What follows belongs to an exercise in optimizing a design on an open flow for small area, a short achievable clock period and few clock cycles; a production flow would make more cautious choices.
Only simulation tests tie the RTL to the original design; equivalence was not proved.
Power figures rest on the tool's default switching activity, not on a simulated workload.

## config.mk

```make
export PLATFORM = sky130hd
export DESIGN_NAME = qgk
export DESIGN_NICKNAME = qgk
export VERILOG_FILES = /design/flow/design.v
export SDC_FILE = /design/flow/constraint.sdc
export NUM_CORES = 8
export LEC_CHECK = 0
export CAP_MARGIN = 20
export CORE_MARGIN = 2
export CORE_UTILIZATION = 40
export SLEW_MARGIN = 20
```

## constraint.sdc

```tcl
create_clock -name core_clock -period 16.0 [get_ports {clk}]
set_input_delay 3.2000 -clock core_clock [delete_from_list [all_inputs] [get_ports {clk}]]
set_output_delay 3.2000 -clock core_clock [all_outputs]
set_load 0.01 [all_outputs]
```

## design.v

```verilog
module qgk (
    input  wire        clk,
    input  wire        rst,
    input  wire        reg_wr,
    input  wire [6:0]  reg_addr,
    input  wire [31:0] reg_wdata,
    output reg  [31:0] reg_rdata,
    output wire        busy,
    output reg         mem_req,
    output reg         mem_we,
    output reg  [31:0] mem_addr,
    output reg  [3:0]  mem_be,
    output reg  [31:0] mem_wdata,
    input  wire        mem_ready,
    input  wire [31:0] mem_rdata
);
    reg [31:0] cmd_r;
    reg        st_done, st_err;
    reg [2:0]  st_cause;
    reg [31:0] wptr, aptr, bptr, mptr, sptr, zptr, optr;
    reg [15:0] nch, klen;
    reg [7:0]  zw, zout, zin;
    reg [31:0] src, dst, len;
    reg [2:0]  pbit;
    reg [31:0] rqsum, rqmul;
    reg [7:0]  rqshift, rqres;
    reg [31:0] acc0, acc1, acc2, acc3;
    localparam S_IDLE = 5'd0,
               S_Z0   = 5'd1,    
               S_Z1   = 5'd2,
               S_BA   = 5'd3,    
               S_BB   = 5'd4,
               S_WA   = 5'd5,    
               S_WB   = 5'd6,
               S_X1   = 5'd7,    
               S_X2   = 5'd8,
               S_GW   = 5'd9,    
               S_OW   = 5'd10,   
               S_MA   = 5'd11,   
               S_MB   = 5'd12,
               S_S0   = 5'd13,
               S_S1   = 5'd14,
               S_TW   = 5'd15,   
               S_U_RD = 5'd16,   
               S_U_WR = 5'd17,   
               S_P_OR = 5'd18,   
               S_P_RD = 5'd19,   
               S_P_WR = 5'd20,   
               S_C_RD = 5'd21,   
               S_C_WR = 5'd22,   
               S_RQ   = 5'd23;   
    reg [4:0] state;
    assign busy = (state != S_IDLE);
    reg [1:0]  wa, wo;
    reg        zpc;
    reg        conv;         
    reg [31:0] pw;           
    reg [15:0] ch;           
    reg [14:0] aw;           
    reg [15:0] co;           
    reg [1:0]  owk;          
    reg        fin;          
    reg [31:0] wra, wrb;     
    reg [7:0]  za, zb;
    reg [31:0] ma, mb;
    reg [7:0]  sa, sb;
    reg [15:0] b1, b2;       
    reg [35:0] la_r;         
    reg [31:0] xr;           
    reg        xv, xc;       
    reg [31:0] wacc0, wacc1, wacc2, wacc3;
    wire [7:0] wa_mask = (wa == 2'd1) ? 8'h03 : (wa == 2'd2) ? 8'h0F : 8'hFF;
    wire [2:0] hmax = (wa == 2'd1) ? 3'd7 : (wa == 2'd2) ? 3'd3 : 3'd1;
    wire [16:0] row_bytes = (wa == 2'd1) ? {3'd0, klen[15:2]} :
                            (wa == 2'd2) ? {2'd0, klen[15:1]} : {1'b0, klen};
    wire [16:0] col_bytes = (wo == 2'd1) ? {3'd0, nch[15:2]} :
                            (wo == 2'd2) ? {2'd0, nch[15:1]} : {1'b0, nch};
    function [17:0] lanes9(input [31:0] x, input [2:0] j, input [1:0] code, input [7:0] z);
        reg [15:0] lo, hi;
        reg [7:0]  fl, fh;
        begin
            case (code)
                2'd1:    begin lo = x[15:0] >> {j, 1'b0}; hi = x[31:16] >> {j, 1'b0};
                               fl = {6'd0, lo[1:0]}; fh = {6'd0, hi[1:0]}; end
                2'd2:    begin lo = x[15:0] >> {j[1:0], 2'b0}; hi = x[31:16] >> {j[1:0], 2'b0};
                               fl = {4'd0, lo[3:0]}; fh = {4'd0, hi[3:0]}; end
                default: begin fl = j[0] ? x[15:8] : x[7:0]; fh = j[0] ? x[31:24] : x[23:16]; end
            endcase
            lanes9 = {{1'b0, fh} - {1'b0, z}, {1'b0, fl} - {1'b0, z}};
        end
    endfunction
    wire [3:0] d_op  = reg_wdata[3:0];
    wire [1:0] d_wa  = reg_wdata[5:4];
    wire [1:0] d_wo  = reg_wdata[7:6];
    wire       d_zpc = reg_wdata[8];
    wire d_hi_zero = (reg_wdata[31:9] == 23'd0);
    wire d_req  = d_hi_zero && d_op == 4'd4 && d_wa == 2'd0 && d_wo != 2'd0 && !d_zpc;
    wire d_gemm = d_hi_zero && d_op == 4'd5 && d_wa != 2'd0 && d_wo != 2'd0;
    wire d_cdc  = d_hi_zero && (d_op == 4'd1 || d_op == 4'd2 || d_op == 4'd3) &&
                  d_wa != 2'd0 && d_wo == 2'd0 && !d_zpc;
    wire [3:0] d_umask = (d_wa == 2'd1) ? 4'hF : (d_wa == 2'd2) ? 4'h7 : 4'h3;
    wire [1:0] d_nmask = (d_wo == 2'd1) ? 2'h3 : 2'h1;
    wire d_dims_ok  = ((nch[1:0] & d_nmask) == 2'd0) && ((klen[3:0] & d_umask) == 4'd0);
    wire d_align_ok = (wptr[1:0] == 2'd0) && (aptr[1:0] == 2'd0) &&
                      (bptr[1:0] == 2'd0) && (mptr[1:0] == 2'd0);
    wire d_pbit_ok  = (d_wa == 2'd1) ? !pbit[0] : (d_wa == 2'd2) ? (pbit[1:0] == 2'd0) : (pbit == 3'd0);
    wire [31:0] d_ngrp = (d_wa == 2'd1) ? {4'd0, len[31:4]} :
                         (d_wa == 2'd2) ? {3'd0, len[31:3]} : {2'd0, len[31:2]};
    wire [31:0] e_boff = (wa == 2'd1) ? {2'd0, pw[31:2]} : (wa == 2'd2) ? {1'b0, pw[31:1]} : pw;
    wire [2:0]  e_bit  = (wa == 2'd1) ? {pw[1:0], 1'b0} : (wa == 2'd2) ? {pw[0], 2'b0} : 3'd0;
    wire [3:0]  p_bsum = {1'b0, e_bit} + {1'b0, pbit};
    reg [31:0] a_base, a_off1;
    reg [16:0] a_off2;
    reg        a_cin;
    always @(*) begin
        a_base = pw;
        a_off1 = 32'd0;
        a_off2 = 17'd0;
        a_cin  = 1'b0;
        case (state)
            S_Z0:   begin a_base = zptr; a_off1 = {16'd0, ch}; end
            S_Z1:   begin a_base = zptr; a_off1 = {16'd0, ch[15:1], 1'b1}; end
            S_BA:   begin a_base = bptr; a_off1 = {14'd0, ch, 2'b00}; end
            S_BB:   begin a_base = bptr; a_off1 = {14'd0, ch[15:1], 1'b1, 2'b00}; end
            S_WA:   begin a_base = pw; end
            S_WB:   begin a_base = pw; a_off2 = row_bytes; end
            S_X1:   begin a_base = aptr; a_off1 = {15'd0, aw, 2'b00}; end
            S_X2:   begin a_base = aptr; a_off1 = {15'd0, aw, 2'b00}; a_off2 = {klen, 1'b0}; end
            S_OW:   begin a_base = optr; a_off1 = {16'd0, co}; if (owk[0]) a_off2 = col_bytes; end
            S_MA:   begin a_base = mptr; a_off1 = {14'd0, ch, 2'b00}; end
            S_MB:   begin a_base = mptr; a_off1 = {14'd0, ch[15:1], 1'b1, 2'b00}; end
            S_S0:   begin a_base = sptr; a_off1 = {16'd0, ch}; end
            S_S1:   begin a_base = sptr; a_off1 = {16'd0, ch[15:1], 1'b1}; end
            S_U_RD, S_C_RD:
                    begin a_base = src; a_off1 = e_boff; end
            S_U_WR, S_C_WR:
                    begin a_base = dst; a_off1 = {pw[30:0], 1'b0}; end
            S_P_RD: begin a_base = src; a_off1 = {pw[30:0], 1'b0}; end
            S_P_OR: begin a_base = dst; end
            S_P_WR: begin a_base = dst; a_off1 = e_boff; a_cin = p_bsum[3]; end
            default: ;
        endcase
    end
    wire [31:0] baddr = a_base + a_off1 + {15'd0, a_off2} + {31'd0, a_cin};
    wire [7:0]  rd_byte = mem_rdata[{baddr[1:0], 3'b000} +: 8];
    wire [15:0] rd_half = baddr[1] ? mem_rdata[31:16] : mem_rdata[15:0];
    wire [2:0]  cj      = (wa == 2'd1) ? pw[3:1] : (wa == 2'd2) ? {1'b0, pw[2:1]} : {2'b0, pw[1]};
    wire [17:0] cv_l    = lanes9(wra, cj, wa, zin);
    wire [31:0] cv_word = {{7{cv_l[17]}}, cv_l[17:9], {7{cv_l[8]}}, cv_l[8:0]};
    wire [15:0] u_half  = {8'd0, wra[7:0]} - {8'd0, (conv ? zin : 8'd0)};
    wire [7:0]  p_byte  = ((p_bsum[2:0] != 3'd0) ? wrb[7:0] : 8'd0) | (wra[7:0] << p_bsum[2:0]);
    wire [7:0]  o_byte  = owk[0] ? ((wo == 2'd3 && !owk[1]) ? b2[7:0] : b2[15:8])
                                 : ((wo == 2'd3 && !owk[1]) ? b1[7:0] : b1[15:8]);
    always @(*) begin
        mem_addr  = {baddr[31:2], 2'b00};
        mem_req   = 1'b0;
        mem_we    = 1'b0;
        mem_be    = 4'd0;
        mem_wdata = 32'd0;
        case (state)
            S_Z0, S_Z1, S_BA, S_BB, S_WA, S_WB, S_X1, S_X2,
            S_MA, S_MB, S_S0, S_S1, S_U_RD, S_P_OR, S_P_RD, S_C_RD:
                mem_req = 1'b1;
            S_U_WR: begin
                mem_req   = 1'b1;
                mem_we    = 1'b1;
                mem_be    = baddr[1] ? 4'b1100 : 4'b0011;
                mem_wdata = {2{u_half}};
            end
            S_C_WR: begin
                mem_req   = 1'b1;
                mem_we    = 1'b1;
                mem_be    = 4'b1111;
                mem_wdata = cv_word;
            end
            S_P_WR: begin
                mem_req   = 1'b1;
                mem_we    = 1'b1;
                mem_be    = 4'b0001 << baddr[1:0];
                mem_wdata = {4{p_byte}};
            end
            S_OW: begin
                mem_req   = 1'b1;
                mem_we    = 1'b1;
                mem_be    = 4'b0001 << baddr[1:0];
                mem_wdata = {4{o_byte}};
            end
            default: ;
        endcase
    end
    wire ack = mem_req && mem_ready;
    always @(*) begin
        case (reg_addr[6:2])
            5'h00:   reg_rdata = cmd_r;
            5'h01:   reg_rdata = {24'd0, 1'b0, st_cause, 2'b00, st_err, st_done};
            5'h02:   reg_rdata = wptr;
            5'h03:   reg_rdata = aptr;
            5'h04:   reg_rdata = bptr;
            5'h05:   reg_rdata = mptr;
            5'h06:   reg_rdata = sptr;
            5'h07:   reg_rdata = zptr;
            5'h08:   reg_rdata = optr;
            5'h09:   reg_rdata = {klen, nch};
            5'h0A:   reg_rdata = {8'd0, zin, zout, zw};
            5'h0B:   reg_rdata = src;
            5'h0C:   reg_rdata = dst;
            5'h0D:   reg_rdata = len;
            5'h0E:   reg_rdata = {29'd0, pbit};
            5'h0F:   reg_rdata = rqsum;
            5'h10:   reg_rdata = rqmul;
            5'h11:   reg_rdata = {24'd0, rqshift};
            5'h12:   reg_rdata = {24'd0, rqres};
            5'h14:   reg_rdata = acc0;
            5'h15:   reg_rdata = acc1;
            5'h16:   reg_rdata = acc2;
            5'h17:   reg_rdata = acc3;
            default: reg_rdata = 32'd0;
        endcase
    end
    wire [17:0] x3lo = {{2{xr[15]}}, xr[15:0]} + {xr[15], xr[15:0], 1'b0};
    wire [17:0] x3hi = {{2{xr[31]}}, xr[31:16]} + {xr[31], xr[31:16], 1'b0};
    wire [31:0] mac_a, mac_b;
    qgk_smlad u_mac_a (.a0(la_r[8:0]),   .a1(la_r[17:9]),  .x0(xr[15:0]), .x1(xr[31:16]),
                       .t0(x3lo), .t1(x3hi), .acc(xc ? wacc1 : wacc0), .q(mac_a));
    qgk_smlad u_mac_b (.a0(la_r[26:18]), .a1(la_r[35:27]), .x0(xr[15:0]), .x1(xr[31:16]),
                       .t0(x3lo), .t1(x3hi), .acc(xc ? wacc3 : wacc2), .q(mac_b));
    wire [2:0]  gj     = (wa == 2'd1) ? aw[2:0] : (wa == 2'd2) ? {1'b0, aw[1:0]} : {2'b0, aw[0]};
    wire [17:0] lane_a = lanes9(wra, gj, wa, za);
    wire [17:0] lane_b = lanes9(wrb, gj, wa, zb);
    localparam R_IDLE = 3'd0, R_LOAD = 3'd1, R_PSH = 3'd2, R_MUL = 3'd3, R_SHR = 3'd4, R_FIN = 3'd5;
    reg [2:0]  rq_ph;
    reg [31:0] rq_pre;
    reg        rq_pb;
    reg [31:0] rq_a;
    reg [5:0]  rq_cnt;
    reg        rq_ovf;
    reg [1:0]  rq_k;
    reg        rq_req;
    reg        rq_start, rq_start_req;    
    wire [31:0] r_sum = rq_req ? rqsum : (rq_k == 2'd0) ? acc0 : (rq_k == 2'd1) ? acc1 :
                                         (rq_k == 2'd2) ? acc2 : acc3;
    wire [31:0] r_m   = rq_req ? rqmul : rq_k[1] ? mb : ma;
    wire [7:0]  r_s   = rq_req ? rqshift : rq_k[1] ? sb : sa;
    wire [7:0]  r_n1  = r_s[7] ? (8'd0 - r_s) : 8'd0;
    wire [4:0]  r_n2  = r_s[7] ? 5'd0 : (r_s[6:5] != 2'b00) ? 5'd31 : r_s[4:0];
    function [35:0] bpp(input [2:0] b, input [31:0] m);
        reg [35:0] v;
        begin
            case (b)
                3'b001, 3'b010: v = {{4{m[31]}}, m};
                3'b011:         v = {{3{m[31]}}, m, 1'b0};
                3'b100:         v = -{{3{m[31]}}, m, 1'b0};
                3'b101, 3'b110: v = -{{4{m[31]}}, m};
                default:        v = 36'd0;
            endcase
            bpp = v;
        end
    endfunction
    wire [35:0] r_p0   = bpp({rq_pre[1:0], rq_pb}, r_m);
    wire [35:0] r_p1   = bpp(rq_pre[3:1], r_m);
    wire [35:0] r_macc = {{4{rq_a[31]}}, rq_a} + r_p0 + {r_p1[33:0], 2'b00};
    wire [31:0] r_sh  = $signed(rq_a) >>> r_n2[1:0];
    wire [32:0] r_val = {r_sh[31], r_sh} + {25'd0, zout};
    wire [7:0]  r_max = (wo == 2'd1) ? 8'd3 : (wo == 2'd2) ? 8'd15 : 8'd255;
    wire [7:0]  r_q   = r_val[32] ? 8'd0 :
                        (r_val[31:8] != 24'd0 || r_val[7:0] > r_max) ? r_max : r_val[7:0];
    always @(posedge clk) begin
        if (rst) begin
            rq_ph <= R_IDLE;
            rqres <= 8'd0;
        end else begin
            case (rq_ph)
                R_IDLE: begin
                    rq_k <= 2'd0;
                    if (rq_start || rq_start_req) begin
                        rq_req <= rq_start_req;
                        rq_ph  <= R_LOAD;
                    end
                end
                R_LOAD: begin
                    rq_pre <= r_sum;
                    rq_pb  <= 1'b0;
                    rq_a   <= 32'd0;
                    rq_ovf <= 1'b0;
                    if (r_n1 == 8'd0) begin
                        rq_cnt <= 6'd7;
                        rq_ph  <= R_MUL;
                    end else begin
                        rq_cnt <= (r_n1 >= 8'd32) ? 6'd32 : r_n1[5:0];
                        rq_ph  <= R_PSH;
                    end
                end
                R_PSH: begin
                    if (rq_cnt == 6'd1) begin
                        rq_pre <= (rq_ovf || (rq_pre[31] ^ rq_pre[30])) ?
                                  (r_sum[31] ? 32'h8000_0000 : 32'h7FFF_FFFF) : {rq_pre[30:0], 1'b0};
                        rq_cnt <= 6'd7;
                        rq_ph  <= R_MUL;
                    end else begin
                        rq_ovf <= rq_ovf | (rq_pre[31] ^ rq_pre[30]);
                        rq_pre <= {rq_pre[30:0], 1'b0};
                        rq_cnt <= rq_cnt - 6'd1;
                    end
                end
                R_MUL: begin
                    rq_a   <= r_macc[35:4];
                    rq_pb  <= rq_pre[3];
                    rq_pre <= {4'd0, rq_pre[31:4]};
                    rq_cnt <= rq_cnt - 6'd1;
                    if (rq_cnt == 6'd0) begin
                        if (r_n2[4:2] != 3'd0) begin
                            rq_cnt <= {3'd0, r_n2[4:2]} - 6'd1;
                            rq_ph  <= R_SHR;
                        end else
                            rq_ph  <= R_FIN;
                    end
                end
                R_SHR: begin
                    rq_a   <= {{4{rq_a[31]}}, rq_a[31:4]};
                    rq_cnt <= rq_cnt - 6'd1;
                    if (rq_cnt == 6'd0) rq_ph <= R_FIN;
                end
                R_FIN: begin
                    if (rq_req) begin
                        rqres <= r_q;
                        rq_ph <= R_IDLE;
                    end else begin
                        rq_k <= rq_k + 2'd1;
                        rq_ph <= (rq_k == 2'd3) ? R_IDLE : R_LOAD;
                    end
                end
                default: rq_ph <= R_IDLE;
            endcase
        end
    end
    always @(posedge clk) begin
        if (rq_ph == R_FIN && !rq_req) begin
            if (!rq_k[0])
                b1 <= (wo == 2'd1) ? {r_q[1:0], b1[15:2]} : (wo == 2'd2) ? {r_q[3:0], b1[15:4]} : {r_q, b1[15:8]};
            else
                b2 <= (wo == 2'd1) ? {r_q[1:0], b2[15:2]} : (wo == 2'd2) ? {r_q[3:0], b2[15:4]} : {r_q, b2[15:8]};
        end
    end
    wire rq_idle = (rq_ph == R_IDLE) && !rq_start;
    wire last_j   = (gj == hmax);
    wire last_aw  = ({aw, 1'b0} + 16'd2 == klen);         
    wire last_ch  = (ch + 16'd2 == nch);
    wire k_zero   = (klen == 16'd0);
    wire ow_need  = (wo != 2'd1) || !ch[1];
    wire ow_last  = (wo == 2'd3) ? (owk == 2'd3) : (owk == 2'd1);
    wire [31:0] pw_inc = pw + 32'd1;
    wire [31:0] pw_nx2 = pw + 32'd2;
    wire [31:0] c_grp_nx = (wa == 2'd1) ? {4'd0, pw_nx2[31:4]} :
                           (wa == 2'd2) ? {3'd0, pw_nx2[31:3]} : {2'd0, pw_nx2[31:2]};
    wire [31:0] c_grp_len = (wa == 2'd1) ? {4'd0, len[31:4]} :
                            (wa == 2'd2) ? {3'd0, len[31:3]} : {2'd0, len[31:2]};
    always @(posedge clk) begin
        rq_start     <= 1'b0;
        rq_start_req <= 1'b0;
        xv           <= 1'b0;
        if (rst) begin
            state    <= S_IDLE;
            cmd_r    <= 32'd0;
            st_done  <= 1'b0;
            st_err   <= 1'b0;
            st_cause <= 3'd0;
            wptr     <= 32'd0;
            aptr     <= 32'd0;
            bptr     <= 32'd0;
            mptr     <= 32'd0;
            sptr     <= 32'd0;
            zptr     <= 32'd0;
            optr     <= 32'd0;
            nch      <= 16'd0;
            klen     <= 16'd0;
            zw       <= 8'd0;
            zout     <= 8'd0;
            zin      <= 8'd0;
            src      <= 32'd0;
            dst      <= 32'd0;
            len      <= 32'd0;
            pbit     <= 3'd0;
            rqsum    <= 32'd0;
            rqmul    <= 32'd0;
            rqshift  <= 8'd0;
            acc0     <= 32'd0;
            acc1     <= 32'd0;
            acc2     <= 32'd0;
            acc3     <= 32'd0;
            wa       <= 2'd0;
            wo       <= 2'd0;
            zpc      <= 1'b0;
            conv     <= 1'b0;
        end else begin
            if (xv) begin
                if (xc) begin wacc1 <= mac_a; wacc3 <= mac_b; end
                else    begin wacc0 <= mac_a; wacc2 <= mac_b; end
            end
            case (state)
                S_IDLE: begin
                    if (reg_wr) begin
                        case (reg_addr[6:2])
                            5'h00: begin
                                cmd_r <= reg_wdata;
                                wa    <= d_wa;
                                wo    <= d_wo;
                                zpc   <= d_zpc;
                                conv  <= (d_op == 4'd3);
                                pw    <= 32'd0;
                                st_done <= 1'b1;
                                st_err  <= 1'b0;
                                st_cause <= 3'd0;
                                if (!(d_req || d_gemm || d_cdc)) begin
                                    st_err <= 1'b1; st_cause <= 3'd1;
                                end else if (d_req) begin
                                    rq_start_req <= 1'b1;
                                    state <= S_RQ;
                                end else if (d_op == 4'd5) begin
                                    if (!d_dims_ok) begin
                                        st_err <= 1'b1; st_cause <= 3'd2;
                                    end else if (!d_align_ok) begin
                                        st_err <= 1'b1; st_cause <= 3'd3;
                                    end else if (nch != 16'd0) begin
                                        ch    <= 16'd0;
                                        co    <= 16'd0;
                                        pw    <= wptr;
                                        za    <= zw;
                                        zb    <= zw;
                                        state <= d_zpc ? S_Z0 : S_BA;
                                    end
                                end else if (d_op == 4'd1) begin
                                    if (dst[0]) begin
                                        st_err <= 1'b1; st_cause <= 3'd3;
                                    end else if (len != 32'd0)
                                        state <= S_U_RD;
                                end else if (d_op == 4'd2) begin
                                    if (!d_pbit_ok) begin
                                        st_err <= 1'b1; st_cause <= 3'd4;
                                    end else if (src[0]) begin
                                        st_err <= 1'b1; st_cause <= 3'd3;
                                    end else if (len != 32'd0)
                                        state <= (pbit != 3'd0) ? S_P_OR : S_P_RD;
                                end else begin
                                    if (src[1:0] != 2'd0 || dst[1:0] != 2'd0) begin
                                        st_err <= 1'b1; st_cause <= 3'd3;
                                    end else if (d_ngrp != 32'd0)
                                        state <= S_C_RD;
                                    else if (len != 32'd0)
                                        state <= S_U_RD;
                                end
                            end
                            5'h02: wptr    <= reg_wdata;
                            5'h03: aptr    <= reg_wdata;
                            5'h04: bptr    <= reg_wdata;
                            5'h05: mptr    <= reg_wdata;
                            5'h06: sptr    <= reg_wdata;
                            5'h07: zptr    <= reg_wdata;
                            5'h08: optr    <= reg_wdata;
                            5'h09: begin nch <= reg_wdata[15:0]; klen <= reg_wdata[31:16]; end
                            5'h0A: begin zw <= reg_wdata[7:0]; zout <= reg_wdata[15:8]; zin <= reg_wdata[23:16]; end
                            5'h0B: src     <= reg_wdata;
                            5'h0C: dst     <= reg_wdata;
                            5'h0D: len     <= reg_wdata;
                            5'h0E: pbit    <= reg_wdata[2:0];
                            5'h0F: rqsum   <= reg_wdata;
                            5'h10: rqmul   <= reg_wdata;
                            5'h11: rqshift <= reg_wdata[7:0];
                            default: ;
                        endcase
                    end
                end
                S_Z0: if (ack) begin
                    za <= rd_byte;
                    zb <= mem_rdata[{baddr[1:0] + 2'd1, 3'b000} +: 8];
                    state <= (baddr[1:0] == 2'd3) ? S_Z1 : S_BA;
                end
                S_Z1: if (ack) begin zb <= rd_byte; state <= S_BA; end
                S_BA: if (ack) begin
                    wacc0 <= mem_rdata;
                    wacc1 <= mem_rdata;
                    state <= S_BB;
                end
                S_BB: if (ack) begin
                    wacc2 <= mem_rdata;
                    wacc3 <= mem_rdata;
                    aw    <= 15'd0;
                    state <= k_zero ? S_GW : S_WA;
                end
                S_WA: if (ack) begin wra <= mem_rdata; state <= S_WB; end
                S_WB: if (ack) begin
                    wrb   <= mem_rdata;
                    pw    <= (last_aw_g ? baddr : pw) + 32'd4;
                    state <= S_X1;
                end
                S_X1: if (ack) begin
                    xr    <= mem_rdata;
                    xv    <= 1'b1;
                    xc    <= 1'b0;
                    la_r  <= {lane_b, lane_a};
                    state <= S_X2;
                end
                S_X2: if (ack) begin
                    xr    <= mem_rdata;
                    xv    <= 1'b1;
                    xc    <= 1'b1;
                    aw    <= aw + 15'd1;
                    if (last_aw)
                        state <= S_GW;
                    else if (last_j)
                        state <= S_WA;
                    else
                        state <= S_X1;
                end
                S_GW: begin
                    owk <= 2'd0;
                    fin <= 1'b0;
                    if (ch == 16'd0)
                        state <= S_MA;
                    else if (rq_idle)
                        state <= ow_need ? S_OW : S_MA;
                end
                S_OW: if (ack) begin
                    owk <= owk + 2'd1;
                    if (owk[0]) co <= co + 16'd1;
                    if (ow_last) begin
                        if (fin) begin
                            optr  <= optr + {col_bytes[15:0], 1'b0};
                            state <= S_IDLE;
                        end else
                            state <= S_MA;
                    end
                end
                S_MA: if (ack) begin ma <= mem_rdata; state <= S_MB; end
                S_MB: if (ack) begin mb <= mem_rdata; state <= S_S0; end
                S_S0, S_S1: if (ack) begin
                    if (state == S_S0) begin
                        sa <= rd_byte;
                        sb <= mem_rdata[{baddr[1:0] + 2'd1, 3'b000} +: 8];
                    end else
                        sb <= rd_byte;
                    if (state == S_S0 && baddr[1:0] == 2'd3)
                        state <= S_S1;
                    else begin
                        acc0     <= wacc0;
                        acc1     <= wacc1;
                        acc2     <= wacc2;
                        acc3     <= wacc3;
                        rq_start <= 1'b1;
                        if (last_ch)
                            state <= S_TW;
                        else begin
                            ch    <= ch + 16'd2;
                            state <= zpc ? S_Z0 : S_BA;
                        end
                    end
                end
                S_TW: begin
                    owk <= 2'd0;
                    fin <= 1'b1;
                    if (rq_idle) state <= S_OW;
                end
                S_U_RD: if (ack) begin
                    wra[7:0] <= (rd_byte >> e_bit) & wa_mask;
                    state <= S_U_WR;
                end
                S_U_WR: if (ack) begin
                    pw <= pw_inc;
                    state <= (pw_inc == len) ? S_IDLE : S_U_RD;
                end
                S_P_OR: if (ack) begin wrb[7:0] <= rd_byte; state <= S_P_RD; end
                S_P_RD: if (ack) begin
                    wra[7:0] <= rd_half[15] ? 8'd0 :
                                (rd_half > {8'd0, wa_mask}) ? wa_mask : rd_half[7:0];
                    state <= S_P_WR;
                end
                S_P_WR: if (ack) begin
                    wrb[7:0] <= p_byte;
                    pw <= pw_inc;
                    state <= (pw_inc == len) ? S_IDLE : S_P_RD;
                end
                S_C_RD: if (ack) begin wra <= mem_rdata; state <= S_C_WR; end
                S_C_WR: if (ack) begin
                    pw <= pw_nx2;
                    if (cj == hmax) begin
                        if (c_grp_nx != c_grp_len)
                            state <= S_C_RD;
                        else if (pw_nx2 != len)
                            state <= S_U_RD;
                        else
                            state <= S_IDLE;
                    end
                end
                S_RQ: if (rq_idle && !rq_start_req) state <= S_IDLE;
                default: state <= S_IDLE;
            endcase
        end
    end
    wire last_aw_g = ({aw, 1'b0} + {12'd0, hmax, 1'b0} + 16'd2 == klen);
endmodule
module qgk_smlad (
    input  wire [8:0]  a0,
    input  wire [8:0]  a1,
    input  wire [15:0] x0,
    input  wire [15:0] x1,
    input  wire [17:0] t0,
    input  wire [17:0] t1,
    input  wire [31:0] acc,
    output wire [31:0] q
);
    function [17:0] pp(input [3:0] b, input [15:0] x, input [17:0] x3);
        reg [17:0] m;
        begin
            case (b)
                4'b0000, 4'b1111: m = 18'd0;
                4'b0001, 4'b0010, 4'b1101, 4'b1110: m = {{2{x[15]}}, x};
                4'b0011, 4'b0100, 4'b1011, 4'b1100: m = {x[15], x, 1'b0};
                4'b0101, 4'b0110, 4'b1001, 4'b1010: m = x3;
                default: m = {x, 2'b0};
            endcase
            m  = b[3] ? ~m : m;
            pp = {~m[17], m[16:0]};
        end
    endfunction
    wire [9:0]  e0 = {a0, 1'b0};
    wire [9:0]  e1 = {a1, 1'b0};
    wire [17:0] p00 = pp(e0[3:0], x0, t0);
    wire [17:0] p01 = pp(e0[6:3], x0, t0);
    wire [17:0] p02 = pp(e0[9:6], x0, t0);
    wire [17:0] p10 = pp(e1[3:0], x1, t1);
    wire [17:0] p11 = pp(e1[6:3], x1, t1);
    wire [17:0] p12 = pp(e1[9:6], x1, t1);
    localparam [15:0] CH = 16'b1101111110110111;
    wire [33:0] r0 = {2'b0, ~acc[31], acc[30:0]};
    wire [33:0] r1 = {CH, p00};
    wire [33:0] r2 = {13'd0, p01, 2'b0, e0[3]};
    wire [33:0] r3 = {10'd0, p02, 2'b0, e0[6], 3'b0};
    wire [33:0] r4 = {16'd0, p10};
    wire [33:0] r5 = {13'd0, p11, 2'b0, e1[3]};
    wire [33:0] r6 = {10'd0, p12, 2'b0, e1[6], 3'b0};
    wire [33:0] r7 = {27'd0, e1[9], 6'd0};
    wire [33:0] r8 = {27'd0, e0[9], 6'd0};
    wire [33:0] a1s = r0 ^ r1 ^ r2, a1c = ((r0 & r1) | (r0 & r2) | (r1 & r2)) << 1;
    wire [33:0] b1s = r3 ^ r4 ^ r5, b1c = ((r3 & r4) | (r3 & r5) | (r4 & r5)) << 1;
    wire [33:0] c1s = r6 ^ r7 ^ r8, c1c = ((r6 & r7) | (r6 & r8) | (r7 & r8)) << 1;
    wire [33:0] a2s = a1s ^ a1c ^ b1s, a2c = ((a1s & a1c) | (a1s & b1s) | (a1c & b1s)) << 1;
    wire [33:0] b2s = b1c ^ c1s ^ c1c, b2c = ((b1c & c1s) | (b1c & c1c) | (c1s & c1c)) << 1;
    wire [33:0] a3s = a2s ^ a2c ^ b2s, a3c = ((a2s & a2c) | (a2s & b2s) | (a2c & b2s)) << 1;
    wire [33:0] a4s = a3s ^ a3c ^ b2c, a4c = ((a3s & a3c) | (a3s & b2c) | (a3c & b2c)) << 1;
    wire [33:0] s = a4s + a4c;
    wire ovp = ~s[33] & (s[32] | s[31]);
    wire ovn = s[33] & ~(s[32] & s[31]);
    assign q = ovp ? 32'h7FFF_FFFF : ovn ? 32'h8000_0000 : s[31:0];
endmodule
```

## run.sh

```bash
#!/bin/bash
# synth_recipe.tcl (not shown) runs the flow's synth.tcl, then flattens the netlist and writes it again
# the make line also repeats each setting of config.mk as NAME=value (left out here)
make -C /OpenROAD-flow-scripts/flow DESIGN_CONFIG=/design/flow/config.mk WORK_HOME=/design/flow/orfs CLKGATE_MAP_FILE= SYNTH_SCRIPT=/design/flow/synth_recipe.tcl finish
```

==> summary.txt <==
Clock network
  – TritonCTS buffer count: 137
  – Latest clock arrival within the worst-skew pair: 0.84 ns
  – Count of hold-fix buffers inserted at cts: 0
  – Reg clk slew, reported paths: 0.06 ns
  – Post-CTS sizing: 0
  – Root Buffer: clkbuf_16
  – Postcts setup bufs: 0
  – CTS Sinks: 1181
  – CTS tree: done
  – H-tree depth: 4
  – Clock buffer depth: 3

Floorplan
  – Initial Utilization: 40.3%
  – Die boundary width: 499 um
  – Die H: 499 um
  – Die ar.: 249000 um^2
  – # rows: 181
  – Core area: 243000 um^2
  – Num ports: 178

Setup path
  – Worst EP arrival: 9.41 ns
  – CP max FO: 33
  – R2r setup slk: 4.04 ns
  – CP Launch Point: state[4]
  – Crit path capture type: primary output
  – CP Data Required Time: 12.80 ns
  – Worst setup SP type: flip-flop
  – Crit Path Category: reg -> out
  – R2R Path Start: xr[1]

Synthesis
  – Post-Synth Adder-Cell Area: 10.2%
  – #FFs+latches synth: 1181
  – Post-synth ARST share: 0%
  – Synth Area in XOR/XNOR: 5.96%
  – Distinct cells, synth: 99
  – Mux contribution to synthesized area: 5.94%
  – Synth warn: 2
  – Seq/Total Area, Yosys: 29.7%
  – Compound-Gate Fraction of Synth Area: 24.5%
  – Synthesized area per cell: 7.91 um^2
  – Post-synthesis simple-gate area fraction: 17.7%
  – Cells after Synth: 12.4k
  – EDFF count, synth: 545
  – Top area cells in the synthesized netlist: edfxtp_1, dfxtp_1, nand2_1, a21oi_1, ha_1
  – Area leader, netlist: edfxtp_1
  – Synth Flop Type: dfxtp_1
  – Largest family of logic cells by synthesized area: compound AO/OA/AOI/OAI gates
  – Post-Synthesis Cell Area: 98100 um^2
  – Share of the synthesized area in the top cell type: 16.7%

Timing
  – Final Cycle Share: 78.8%
  – Final Critical Period: 12.61 ns
  – Max-slew violations: 0
  – Worst Tran Pin Value: 1.31 ns
  – Hold slack: 0.455 ns
  – Total Neg Setup Slack: 0 ns
  – Final setup fails: 0
  – Final Hold Fails: 0
  – RSZ-0062 raised after global routing: no
  – Fmax: 79.3 MHz
  – Slew margin rel.: 11.9%
  – Worst Skew: 0.0587 ns

Global route
  – GRT Util Overall: 37.4%
  – Initial antenna violation count: 47
  – Vias in the first global route: 92.4k
  – First-pass GRT wire length: 682000 um
  – Overflow after GRT: 0
  – Largest net degree at the start of global routing: 204

Power and ir drop
  – Worst vdd ir: 0.0792 mV
  – PD cells: 74.9 nW/um^2
  – Lkg Pwr: 0.0393 uW

Drt
  – DR DRC count: 0
  – Drt first pass iters: 14
  – Antenna Nets Post-Route: 0
  – DR vias/cell: 6.64
  – WL final: 487000 um
  – Via Count: 102k
  – Detailed Route Iter0 Violations: 17.8k
  – Drt wl/cell: 31.7 um

Finish
  – Biggest register: la_r
  – Nets@finish: 12.7k
  – Layout Area Growth over Synthesis: 9.69%
  – Filler cells: 23.9k
  – Layout cells sized above 1: 7.22%
  – Max reg flops: 36
  – Most common cell after layout, fill and taps aside: nand2_1
  – Commonest cells after routing, fill and taps aside: nand2_1, a21oi_1, nor2_1, o21ai_0, dfxtp_1

Placed design
  – IO Port Bufs: 173
  – Final Wtd Congestion: 1.06
  – Detailed placement HPWL: 358000 um

Hold path
  – Type of the worst min-delay path: reg -> reg
  – Min-Delay Startpoint: cmd_r[24]

Job
  – # Max-Cap Violations: 0

Outcome
  – Status: timing/DRC/antenna clean
per-layer routing:
layer	vias up	GRT usage, %	wire length (um)
met5	-	0	379
li1	43600	-	-
met1	49400	50.0	191000
met3	1372	13.0	69400
met2	7458	51.8	193000
met4	30	21.8	33200
through the flow:
step | util (%) | setup slack (ns) | cells | total power (uW) | cell area (um^2)
3_5_place_dp | 42.2 | 4.33 | 15000 | 4710 | 103000
6_report | 44.2 | 3.39 | 15300 | 8060 | 108000
5_1_grt | 44.2 | 2.98 | 15300 | 8280 | 108000
3_3_place_gp | 42.2 | 4.54 | 15000 | 4680 | 103000
2_1_floorplan | - | 6.64 | 12400 | 4240 | 98100
4_1_cts | 44.1 | 3.60 | 15300 | 8020 | 107000
logic make-up after synthesis:
family / Yosys count
DFF: 1181
adders and majority gates: 649
other: 1
AOI/OAI and AO/OA: 3779
xor gates and xnor gates: 667
muxes: 499
and+or+nand+nor: 4039
buffers and inverters: 1582
critical path, cell delays in order, from the launching register on:
cell and delay (ns):
dfxtp_1 0.31, buf_4 0.40, clkinv_1 0.47, nand2_1 0.66, nor2_1 0.43, nor2_1 0.73
nand2_1 0.63, a221oi_1 0.49, fa_1 0.48, inv_1 0.10, ha_1 0.23, a21o_1 0.18
a21o_1 0.25, a2111oi_1 0.71, o31a_1 0.35, a211o_1 0.18, a31oi_1 0.16, a21o_1 0.27
a211o_1 0.28, a21oi_1 0.18, xnor2_1 0.35, clkdlybuf4s50_1 0.72
cell type report:
| cell class | count | area [um^2] | area share, % |
|---|---|---|---|
| well taps | 3202 | 4010 | 3.72 |
| clock inverters | 61 | 817 | 0.759 |
| diodes | 41 | 103 | 0.0953 |
| repair buffers | 498 | 4220 | 3.92 |
| inverters | 533 | 2010 | 1.86 |
| flip-flops and latches | 1181 | 29100 | 27.0 |
| multi-input cells | 9635 | 63400 | 59.0 |
| clock buffers | 192 | 3920 | 3.64 |
cells in the mapped netlist (all sizes together) (57+ instances only):
library cell and count:
nand2 2281, a21oi 1379, clkbuf 900, nor2 804, o21ai 753, dfxtp 636, edfxtp 545, inv 526
xnor2 434, ha 403, mux2i 350, a22oi 279, fa 246, xor2 233, nand3 226, a222oi 189
a21o 163, buf 149, a221oi 148, o22ai 131, nor3 124, nand4 101, and2 94, mux2 92
o211ai 91, a211oi 89, a31oi 72, nor4 68, a22o 67, and3 66, nand2b 64, o31ai 59
mux4 57
final timing paths:
kind,endpoint,cells after the start
min,cmd_r[24],2
max reg2reg,wacc3[22],35
min reg2reg,cmd_r[24],2
max,mem_addr[31],21
power breakdown:
group	leakage, uW	total (uW)	switching (uW)	internal [uW]
Sequential	0.0103	3270	66.7	3200
Clock	0.00231	3370	1450	1910
Combinational	0.0267	1420	933	492
Total	0.0393	8060	2450	5610
Testbench counts, summed over its fixed seeds: cycles 63,774.

[afterwards: timing with drivers on the ports]
The results above use ideal ports. As a check the final layout listed here was re-extracted and re-timed, cells and wires unchanged.
Step 1, drivers: a clkbuf_16 drives clk and a buf_2 each remaining input, both assumed.
Step 2 adds t to the input delays and takes it off the output delays; t is the mean of the earliest and latest rising clock arrival at the registers after step 1. Input paths then give back, and output paths get back, about the clock's delay inside the block.
Slacks: ideal ports / drivers / drivers and shift; pairs: ideal ports / drivers.
t, ns: 0.918
slack for setup (ns): 3.388 / 3.285 / 4.044
hold slack, ns: 0.455 / 0.455 / 0.455
pins driven straight from the clock port: 1
After both steps setup and hold are still met in this run. For this run, drivers alone change the setup slack by -0.103 ns; drivers and shift together by +0.656 ns.
